Background: an optimization exercise with open tools, aiming at small area, a short achievable clock period and few clock cycles. Do not read the settings as production practice. Only simulation tests tie the RTL to the original design; equivalence was not proved.

$ cat flow/config.mk
export PLATFORM = sky130hd
export DESIGN_NAME = ltt_calib
export DESIGN_NICKNAME = ltt_calib
export VERILOG_FILES = /design/flow/design.v
export SDC_FILE = /design/flow/constraint.sdc
export NUM_CORES = 4
export LEC_CHECK = 0
export CAP_MARGIN = 20
export CORE_MARGIN = 2
export CORE_UTILIZATION = 40
export PLACE_DENSITY = 0.6
export SLEW_MARGIN = 20
$ cat flow/constraint.sdc
create_clock -name core_clock -period 22.0 [get_ports {clk}]
set_input_delay 4.4000 -clock core_clock [delete_from_list [all_inputs] [get_ports {clk}]]
set_output_delay 4.4000 -clock core_clock [all_outputs]
set_load 0.01 [all_outputs]
$ cat flow/design.v
module fp_round #(
    parameter W = 48
) (
    input  wire              sign,
    input  wire signed [11:0] e,
    input  wire [W-1:0]      m,
    output reg  [31:0]       r
);
    integer i;
    reg [6:0]          lz;
    reg [W-1:0]        mn;
    reg signed [11:0]  en;
    reg [11:0]         rsh;
    reg [W-1:0]        ms;
    reg                st_sh;
    reg [23:0]         top;
    reg                g;
    reg                st;
    reg [30:0]         packed_mag;
    reg                inc;
    reg [30:0]         mag;
    always @* begin
        mn = m;
        lz = 7'd0;
        for (i = 32; i >= 1; i = i / 2) begin
            if (i < W && (mn >> (W - i)) == {W{1'b0}}) begin
                mn = mn << i;
                lz = lz + i[6:0];
            end
        end
        en = e - $signed({5'd0, lz});
        ms    = mn;
        st_sh = 1'b0;
        if (en < 12'sd1) begin
            rsh = 12'd1 - en;
            if (rsh >= W) begin
                ms    = {W{1'b0}};
                st_sh = |mn;
            end else begin
                ms    = mn >> rsh;
                st_sh = |(mn & ~({W{1'b1}} << rsh));
            end
            en = 12'sd0;
        end else begin
            rsh = 12'd0;
        end
        top = ms[W-1:W-24];
        g   = ms[W-25];
        st  = (|ms[W-26:0]) | st_sh;
        packed_mag = {(top[23] ? en[7:0] : 8'd0), top[22:0]};
        inc = g & (st | top[0]);
        mag = packed_mag + {30'd0, inc};
        if (m == {W{1'b0}})
            r = {sign, 31'd0};
        else if (en >= 12'sd255)
            r = {sign, 8'hFF, 23'd0};
        else if (mag[30:23] == 8'hFF)
            r = {sign, 8'hFF, 23'd0};
        else
            r = {sign, mag};
    end
endmodule
module fp_add (
    input  wire [31:0] a,
    input  wire [31:0] b,
    input  wire        sub,
    output reg  [31:0] r
);
    wire [31:0] bb = {b[31] ^ sub, b[30:0]};
    wire        a_nan = (a[30:23] == 8'hFF) && (a[22:0] != 0);
    wire        b_nan = (bb[30:23] == 8'hFF) && (bb[22:0] != 0);
    wire        a_inf = (a[30:23] == 8'hFF) && (a[22:0] == 0);
    wire        b_inf = (bb[30:23] == 8'hFF) && (bb[22:0] == 0);
    wire        swap = bb[30:0] > a[30:0];
    wire [31:0] x = swap ? bb : a;
    wire [31:0] y = swap ? a : bb;
    wire [7:0]  ex = (x[30:23] == 0) ? 8'd1 : x[30:23];
    wire [7:0]  ey = (y[30:23] == 0) ? 8'd1 : y[30:23];
    wire [23:0] mx = {x[30:23] != 0, x[22:0]};
    wire [23:0] my = {y[30:23] != 0, y[22:0]};
    wire [7:0]  d  = ex - ey;
    wire        eff_sub = x[31] ^ y[31];
    wire [50:0] ax = {1'b0, mx, 26'd0};
    wire [50:0] ay = {1'b0, my, 26'd0};
    reg  [50:0] ays;
    reg         st;
    reg  [50:0] sum;
    wire [31:0] rr;
    always @* begin
        if (d > 8'd50) begin
            ays = 51'd0;
            st  = |ay;
        end else begin
            ays = ay >> d;
            st  = |(ay & ~({51{1'b1}} << d));
        end
        ays[0] = ays[0] | st;
        sum = eff_sub ? (ax - ays) : (ax + ays);
    end
    fp_round #(.W(51)) u_round (
        .sign(x[31]), .e($signed({4'd0, ex}) + 12'sd1), .m(sum), .r(rr));
    always @* begin
        if (a_nan || b_nan || (a_inf && b_inf && (a[31] != bb[31])))
            r = 32'h7FC00000;
        else if (a_inf)
            r = a;
        else if (b_inf)
            r = bb;
        else if (sum == 51'd0)
            r = {(a[31] == bb[31]) ? a[31] : 1'b0, 31'd0};
        else
            r = rr;
    end
endmodule
module fp_mul (
    input  wire [31:0] a,
    input  wire [31:0] b,
    output reg  [31:0] r
);
    wire        sa = a[31];
    wire        sb = b[31];
    wire [7:0]  ea = a[30:23];
    wire [7:0]  eb = b[30:23];
    wire        a_nan  = (ea == 8'hFF) && (a[22:0] != 0);
    wire        b_nan  = (eb == 8'hFF) && (b[22:0] != 0);
    wire        a_inf  = (ea == 8'hFF) && (a[22:0] == 0);
    wire        b_inf  = (eb == 8'hFF) && (b[22:0] == 0);
    wire        a_zero = (a[30:0] == 0);
    wire        b_zero = (b[30:0] == 0);
    wire        s = sa ^ sb;
    wire [23:0] ma = {ea != 0, a[22:0]};
    wire [23:0] mb = {eb != 0, b[22:0]};
    wire [47:0] p  = ma * mb;
    wire signed [11:0] ep = $signed({4'd0, (ea == 0) ? 8'd1 : ea})
                          + $signed({4'd0, (eb == 0) ? 8'd1 : eb}) - 12'sd126;
    wire [31:0] rr;
    fp_round #(.W(48)) u_round (.sign(s), .e(ep), .m(p), .r(rr));
    always @* begin
        if (a_nan || b_nan || (a_inf && b_zero) || (b_inf && a_zero))
            r = 32'h7FC00000;
        else if (a_inf || b_inf)
            r = {s, 8'hFF, 23'd0};
        else if (a_zero || b_zero)
            r = {s, 31'd0};
        else
            r = rr;
    end
endmodule
module fp_div (
    input  wire        clk,
    input  wire        rst,
    input  wire        start,
    input  wire [31:0] a,
    input  wire [31:0] b,
    output reg         done,
    output reg  [31:0] r
);
    wire        a_nan  = (a[30:23] == 8'hFF) && (a[22:0] != 0);
    wire        b_nan  = (b[30:23] == 8'hFF) && (b[22:0] != 0);
    wire        a_inf  = (a[30:23] == 8'hFF) && (a[22:0] == 0);
    wire        b_inf  = (b[30:23] == 8'hFF) && (b[22:0] == 0);
    wire        a_zero = (a[30:0] == 0);
    wire        b_zero = (b[30:0] == 0);
    wire        s      = a[31] ^ b[31];
    wire [23:0] ma = {a[30:23] != 0, a[22:0]};
    wire [23:0] mb = {b[30:23] != 0, b[22:0]};
    reg  [4:0]  lza, lzb;
    integer i;
    always @* begin
        lza = 5'd0;
        for (i = 0; i < 24; i = i + 1)
            if (ma[i]) lza = 5'd23 - i[4:0];
        lzb = 5'd0;
        for (i = 0; i < 24; i = i + 1)
            if (mb[i]) lzb = 5'd23 - i[4:0];
    end
    wire signed [11:0] ea = $signed({4'd0, (a[30:23] == 0) ? 8'd1 : a[30:23]}) - $signed({7'd0, lza});
    wire signed [11:0] eb = $signed({4'd0, (b[30:23] == 0) ? 8'd1 : b[30:23]}) - $signed({7'd0, lzb});
    reg                busy;
    reg                special;
    reg  [31:0]        special_r;
    reg                sign_q;
    reg signed [11:0]  eq;
    reg  [24:0]        rem;
    reg  [23:0]        divisor;
    reg  [26:0]        q;
    reg  [4:0]         cnt;
    reg                finish;
    wire [25:0] diff = {1'b0, rem} - {2'b0, divisor};
    wire        ge   = !diff[25];
    wire [31:0] rr;
    fp_round #(.W(28)) u_round (.sign(sign_q), .e(eq), .m({q, |rem}), .r(rr));
    always @(posedge clk) begin
        if (rst) begin
            busy   <= 1'b0;
            finish <= 1'b0;
            done   <= 1'b0;
        end else begin
            done   <= 1'b0;
            finish <= 1'b0;
            if (start) begin
                sign_q  <= s;
                eq      <= ea - eb + 12'sd127;
                rem     <= {1'b0, ma << lza};
                divisor <= mb << lzb;
                q       <= 27'd0;
                cnt     <= 5'd26;
                if (a_nan || b_nan || (a_zero && b_zero) || (a_inf && b_inf)) begin
                    special   <= 1'b1;
                    special_r <= 32'h7FC00000;
                end else if (a_inf || b_zero) begin
                    special   <= 1'b1;
                    special_r <= {s, 8'hFF, 23'd0};
                end else if (a_zero || b_inf) begin
                    special   <= 1'b1;
                    special_r <= {s, 31'd0};
                end else begin
                    special   <= 1'b0;
                end
                busy <= 1'b1;
            end else if (busy) begin
                q   <= {q[25:0], ge};
                rem <= (ge ? diff[24:0] : rem) << 1;
                if (cnt == 5'd0) begin
                    busy   <= 1'b0;
                    finish <= 1'b1;
                end else begin
                    cnt <= cnt - 5'd1;
                end
            end
            if (finish) begin
                r    <= special ? special_r : rr;
                done <= 1'b1;
            end
        end
    end
endmodule
module fp_lt (
    input  wire [31:0] a,
    input  wire [31:0] b,
    output reg         lt
);
    wire a_nan = (a[30:23] == 8'hFF) && (a[22:0] != 0);
    wire b_nan = (b[30:23] == 8'hFF) && (b[22:0] != 0);
    always @* begin
        if (a_nan || b_nan)
            lt = 1'b0;
        else if (a[30:0] == 0 && b[30:0] == 0)
            lt = 1'b0;
        else if (a[31] != b[31])
            lt = a[31];
        else if (!a[31])
            lt = a[30:0] < b[30:0];
        else
            lt = a[30:0] > b[30:0];
    end
endmodule
module ltt_calib (
    input  wire        clk,
    input  wire        rst,
    input  wire        start,
    input  wire [31:0] cal_a,
    input  wire [31:0] cal_b,
    input  wire [31:0] maxi,
    input  wire [31:0] intensity,
    input  wire [31:0] rext,
    output wire        ready,
    output reg         done,
    output reg  [7:0]  code,
    output reg  [1:0]  err
);
    localparam [31:0] F_ZERO = 32'h00000000;
    localparam [31:0] F_TWO  = 32'h40000000;
    localparam [31:0] F_FOUR = 32'h40800000;
    localparam [31:0] F_900  = 32'h44610000;
    localparam [1:0] E_OK = 2'd0, E_ARG = 2'd1, E_NUMERIC = 2'd2;
    localparam [4:0]
        S_IDLE   = 5'd0,
        S_CLAMP  = 5'd1,
        S_A2     = 5'd2,
        S_XX     = 5'd3,
        S_AXX    = 5'd4,
        S_BX     = 5'd5,
        S_SUM    = 5'd6,
        S_NUM    = 5'd7,
        S_A2X    = 5'd8,
        S_DEN    = 5'd9,
        S_DIV    = 5'd10,
        S_DIVW   = 5'd11,
        S_UPD    = 5'd12,
        S_CVT    = 5'd13,
        S_R4     = 5'd14,
        S_R4X    = 5'd15,
        S_SDIV   = 5'd16,
        S_SDIVW  = 5'd17,
        S_FLOOR  = 5'd18,
        S_DONE   = 5'd19;
    reg [4:0]  state;
    reg [3:0]  iter;
    reg [31:0] ra, rb, rmax, ri, rrext;
    reg [31:0] a2, x, t1, t2, num, den;
    reg  [31:0] mul_a, mul_b;
    wire [31:0] mul_r;
    reg  [31:0] add_a, add_b;
    reg         add_sub;
    wire [31:0] add_r;
    reg         div_start;
    reg  [31:0] div_a, div_b;
    wire        div_done;
    wire [31:0] div_r;
    wire [31:0] cvt_r;
    wire        i_lt_zero, max_lt_i;
    fp_mul u_mul (.a(mul_a), .b(mul_b), .r(mul_r));
    fp_add u_add (.a(add_a), .b(add_b), .sub(add_sub), .r(add_r));
    fp_div u_div (.clk(clk), .rst(rst), .start(div_start), .a(div_a), .b(div_b),
                  .done(div_done), .r(div_r));
    fp_round #(.W(32)) u_cvt (.sign(1'b0), .e(12'sd158), .m(rrext), .r(cvt_r));
    fp_lt u_lt0 (.a(ri), .b(F_ZERO), .lt(i_lt_zero));
    fp_lt u_ltm (.a(rmax), .b(ri), .lt(max_lt_i));
    wire i_nan   = (intensity[30:23] == 8'hFF) && (intensity[22:0] != 0);
    wire x_fin   = (x[30:23] != 8'hFF);
    wire y_fin   = (t1[30:23] != 8'hFF);
    assign ready = (state == S_IDLE) || (state == S_DONE);
    always @* begin
        mul_a = x;    mul_b = x;
        add_a = t1;   add_b = t2;   add_sub = 1'b0;
        div_a = num;  div_b = den;
        case (state)
            S_A2:   begin mul_a = F_TWO;  mul_b = ra;   end
            S_XX:   begin mul_a = x;      mul_b = x;    end
            S_AXX:  begin mul_a = ra;     mul_b = t1;   end
            S_BX:   begin mul_a = rb;     mul_b = x;    end
            S_SUM:  begin add_a = t1;     add_b = t2;   add_sub = 1'b0; end
            S_NUM:  begin add_a = t1;     add_b = ri;   add_sub = 1'b1; end
            S_A2X:  begin mul_a = a2;     mul_b = x;    end
            S_DEN:  begin add_a = t2;     add_b = rb;   add_sub = 1'b0; end
            S_UPD:  begin add_a = x;      add_b = t1;   add_sub = 1'b1; end
            S_R4:   begin mul_a = F_FOUR; mul_b = t1;   end
            S_R4X:  begin mul_a = t1;     mul_b = x;    end
            S_SDIV: begin div_a = t1;     div_b = F_900; end
            default: ;
        endcase
    end
    always @* begin
        div_start = (state == S_DIV) || (state == S_SDIV);
    end
    wire [7:0]  ye = t1[30:23];
    wire [23:0] ym = {1'b1, t1[22:0]};
    wire [7:0]  ysh = 8'd150 - ye;
    always @(posedge clk) begin
        if (rst) begin
            state <= S_IDLE;
            done  <= 1'b0;
        end else begin
            done <= 1'b0;
            case (state)
                S_IDLE, S_DONE: begin
                    if (start) begin
                        ra    <= cal_a;
                        rb    <= cal_b;
                        rmax  <= maxi;
                        ri    <= intensity;
                        rrext <= rext;
                        if (i_nan) begin
                            err   <= E_ARG;
                            code  <= 8'd0;
                            done  <= 1'b1;
                            state <= S_DONE;
                        end else begin
                            state <= S_CLAMP;
                        end
                    end else begin
                        state <= S_IDLE;
                    end
                end
                S_CLAMP: begin
                    if (i_lt_zero)
                        ri <= F_ZERO;
                    else if (max_lt_i)
                        ri <= rmax;
                    x     <= F_ZERO;
                    iter  <= 4'd0;
                    state <= S_A2;
                end
                S_A2:  begin a2 <= mul_r;  state <= S_XX;  end
                S_XX:  begin t1 <= mul_r;  state <= S_AXX; end
                S_AXX: begin t1 <= mul_r;  state <= S_BX;  end
                S_BX:  begin t2 <= mul_r;  state <= S_SUM; end
                S_SUM: begin t1 <= add_r;  state <= S_NUM; end
                S_NUM: begin num <= add_r; state <= S_A2X; end
                S_A2X: begin t2 <= mul_r;  state <= S_DEN; end
                S_DEN: begin den <= add_r; state <= S_DIV; end
                S_DIV: state <= S_DIVW;
                S_DIVW: begin
                    if (div_done) begin
                        t1    <= div_r;
                        state <= S_UPD;
                    end
                end
                S_UPD: begin
                    x <= add_r;
                    if (iter == 4'd9) begin
                        state <= S_CVT;
                    end else begin
                        iter  <= iter + 4'd1;
                        state <= S_XX;
                    end
                end
                S_CVT: begin
                    if (!x_fin) begin
                        err   <= E_NUMERIC;
                        code  <= 8'd0;
                        done  <= 1'b1;
                        state <= S_DONE;
                    end else begin
                        t1    <= cvt_r;
                        state <= S_R4;
                    end
                end
                S_R4:  begin t1 <= mul_r; state <= S_R4X; end
                S_R4X: begin t1 <= mul_r; state <= S_SDIV; end
                S_SDIV: state <= S_SDIVW;
                S_SDIVW: begin
                    if (div_done) begin
                        t1    <= div_r;
                        state <= S_FLOOR;
                    end
                end
                S_FLOOR: begin
                    done  <= 1'b1;
                    state <= S_DONE;
                    if (!y_fin) begin
                        err  <= E_NUMERIC;
                        code <= 8'd0;
                    end else if (t1[31] && t1[30:0] != 0) begin
                        err  <= E_NUMERIC;
                        code <= 8'd0;
                    end else if (ye >= 8'd135) begin
                        err  <= E_NUMERIC;
                        code <= 8'd0;
                    end else if (ye < 8'd127) begin
                        err  <= E_OK;
                        code <= 8'd0;
                    end else begin
                        err  <= E_OK;
                        code <= ym >> ysh;
                    end
                end
                default: state <= S_IDLE;
            endcase
        end
    end
endmodule
$ cat flow/run.sh
#!/bin/bash
# synth_recipe.tcl (not shown) runs the flow's synth.tcl, then flattens the netlist and writes it again
# the make line also repeats each setting of config.mk as NAME=value (left out here)
make -C /OpenROAD-flow-scripts/flow DESIGN_CONFIG=/design/flow/config.mk WORK_HOME=/design/flow/orfs CLKGATE_MAP_FILE= SYNTH_SCRIPT=/design/flow/synth_recipe.tcl finish
==> out/qor.csv <==
metric;value;unit
grt_first_pass_wirelength;571000;um
synth_top_family_by_area;compound AO/OA/AOI/OAI gates;
final_area;90400;um^2
async_reset_ff_share;0;%
core;203000;um^2
clkSlewWorstSetupHoldPaths;70;ps
viasPerCell;6.60;
avgSynthCellArea;7.75;um^2
period_share;95.6;%
cts.sinks;505;
drt_iter0_drc;12100;
synth-seq-cells;505;
synth_top_area_cell;edfxtp_1;
setup_viol;0;
dpl_cell_area;87800;um^2
crit_path_frequent_cell;a21oi_1;
tightest_slew;1330;ps
overflow;0;
track_usage;35.9;%
ys.flop_type;edfxtp_1;
crit_slowest_cell;a222oi_1;
drc;0;
placedCellCount;13200;
cts-root-buf;clkbuf_16;
path_class;reg2reg;
layout.area.seq;15100;um^2
dr.pass1.iters;12;
first_global_vias;83700;
totalWireLength;393000;um
filler_cell_count;20600;
hold_viol_final;0;
grt_max_degree;72;
synth_nets;11600;
vias;87700;
synth_simple_gate_area_share;23.2;%
die_area;208000;um^2
synthAdderAreaFrac;18.0;%
fmax;47.5;MHz
synth_compound_area_share;25.1;%
dp_hpwl;311000;um
worstSetupStartpointType;flop;
post_drt_wl_per_cell;29.5;um
antenna_found_initial;29;
required;22430;ps
cpPeakStageDelay;1030;ps
skew;73.6;ps
pin_count;175;
rows;165;
multi_input_area;61900;um^2
final_layout_size_suffix_gt1_share;9.28;%
start_util;40.3;%
routabilityCongestion;1.05;
io_buffers;174;
ant_nets;0;
path_max_fanout;44;
hold_class;reg2reg;
htree_levels;2;
synth_common_cells;1384 x nor2_1, 990 x nand2_1, 752 x inv_1;
drv_slew;0;
synth_xor_xnor_area_share;2.98;%
stdcell_count;13300;
postCtsHoldBufs;0;
syn_to_final_growth;10.6;%
finalWorstSetupSlack;967;ps
critPathCaptureType;flop;
synthCells;10600;
netlist-cell-type-count;138;
synth_top_area_share;18.2;%
cts_tree;yes;
maxCapViolCount;0;
synthMuxAreaShare;5.43;%
pre_cts_ws;151;ps
layout.nets;11600;
clk_path_buf_depth;3;
period_needed;21030;ps
slew_headroom;10.8;%
seq_area_frac_synth;18.4;%
arrival;21460;ps
die-height;456;um
synth_area;81700;um^2
ys.warnings.count;9;
yosysMostFrequentCell;nor2_1;
synthTopCellsByArea;edfxtp_1 18%, fa_1 12%, nor2_1 6.4%, ha_1 5.9%, nand2_1 4.5%;
status;finished clean;
die_w;456;um
synth-edff-count;496;
cts_buffers;59;
clk_latency;710;ps
==> registers in the layout, summed over array words and instances (netlist names), 2 cells and up <==
| signal | flops |
|---|---|
| t2 | 32 |
| iter | 4 |
| u_div.special_r | 3 |
| den | 32 |
| u_div.q | 27 |
| u_div.eq | 12 |
| u_div.cnt | 5 |
| x | 32 |
| t1 | 32 |
| rb | 32 |
| state | 5 |
| ra | 32 |
| code | 8 |
| err | 2 |
| rmax | 32 |
| rrext | 32 |
| num | 32 |
| a2 | 32 |
| u_div.divisor | 24 |
| u_div.rem | 25 |
| u_div.r | 32 |
| ri | 32 |
==> final timing paths <==
kind / from / end / slack [ps] / cells after the start
setup / recovery: state[2] / t1[9] / 970 / 84
hold / removal: u_div.busy / u_div.finish / 530 / 1
setup reg to reg: state[2] / t1[9] / 970 / 84
hold reg to reg: u_div.busy / u_div.finish / 530 / 1
==> metal layers <==
| layer | vias up | global-route usage [%] | wire length [um] |
|---|---|---|---|
| li1 | 38600 | - | - |
| met1 | 42900 | 45.9 | 153000 |
| met2 | 5210 | 58.9 | 181000 |
| met3 | 1036 | 4.76 | 33900 |
| met4 | 8 | 19.2 | 24600 |
| met5 | - | 0 | 55 |
==> stage by stage <==
step / hold WS, ps / TNS [ps] / util (%)
after floorplan: 430 / 0 / -
after global placement: 502 / 0 / 43.3
after detailed placement: 522 / 0 / 43.3
after CTS: 538 / 0 / 44.3
after global routing: 543 / -23.4 / 44.6
final: 530 / 0 / 44.6
==> area by class of cell <==
class                      count  area share (%)
sequential                   505            16.7
clock inverter                35           0.508
clock buffer                  77            1.73
timing repair buffer         610            5.62
tap                         2672            3.70
multi-input combinational   8606            68.5
antenna                       19          0.0526
inverter                     771            3.21
==> worst max-delay path, delay by kind of cell (launching register included) <==
| family | cells | cell delay (ps) |
|---|---|---|
| buffers and inverters | 10 | 2240 |
| adder cells (fa/ha/maj) | 4 | 1250 |
| AO/OA/AOI/OAI | 39 | 9280 |
| flip-flops | 1 | 320 |
| XOR/XNOR | 1 | 360 |
| multiplexers | 3 | 850 |
| AND/OR/NAND/NOR | 27 | 6310 |
==> cell usage in the layout, fill, tap and decap left out, types with 117 or more instances in the layout <==
master	netlist	layout
nor4_1	133	122
o21ai_0	548	539
a21oi_1	728	682
a21o_1	154	153
xnor2_1	169	165
inv_1	752	752
edfxtp_1	496	496
nand3_1	270	268
nand2_1	990	986
o22ai_1	130	130
a31oi_1	120	117
a22oi_1	154	153
nor2_1	1384	1366
and2_1	125	124
nor3_1	354	341
mux2i_1	319	319
clkdlybuf4s50_1	0	173
nand4_1	132	132
fa_1	491	490
ha_1	388	385
buf_4	14	428
==> what timing repair did <==
action / 4_1_cts / 5_1_grt
buffers inserted: 0 / 7
setup endpoints to repair: 0 / 180
resized for setup: 0 / 72
==> kinds of logic after synthesis <==
kind of cell | count (synthesis)
simple gates | 4023
compound gates | 3008
buf+inv | 1444
fa+ha+maj | 881
flops | 505
mux | 414
xor+xnor | 276
Testbench counts, summed over its fixed seeds: cycles 400,320.

## static timing again, ports no longer ideal
Ports are ideal in the flow. The routed layout listed here was re-timed in OpenROAD. Step 1 assumes that a clkbuf_16 drives the clock port and a buf_2 every other input. Step 2, shift: input delay + t, output delay - t, t = (earliest + latest rising clock arrival at the registers) / 2. This alone moves slack from input paths to output paths. Slacks: ideal / step 1 / step 2; pairs: ideal / step 1.
t, ns: 0.740
setup WS [ns]: 0.967 / 0.967 / 0.967
worst slew at a driven data input, ns: 0.19
After both steps setup and hold are still met in this run. The setup slack of this run moves by 0.000 ns with the drivers and by 0.000 ns with both steps.
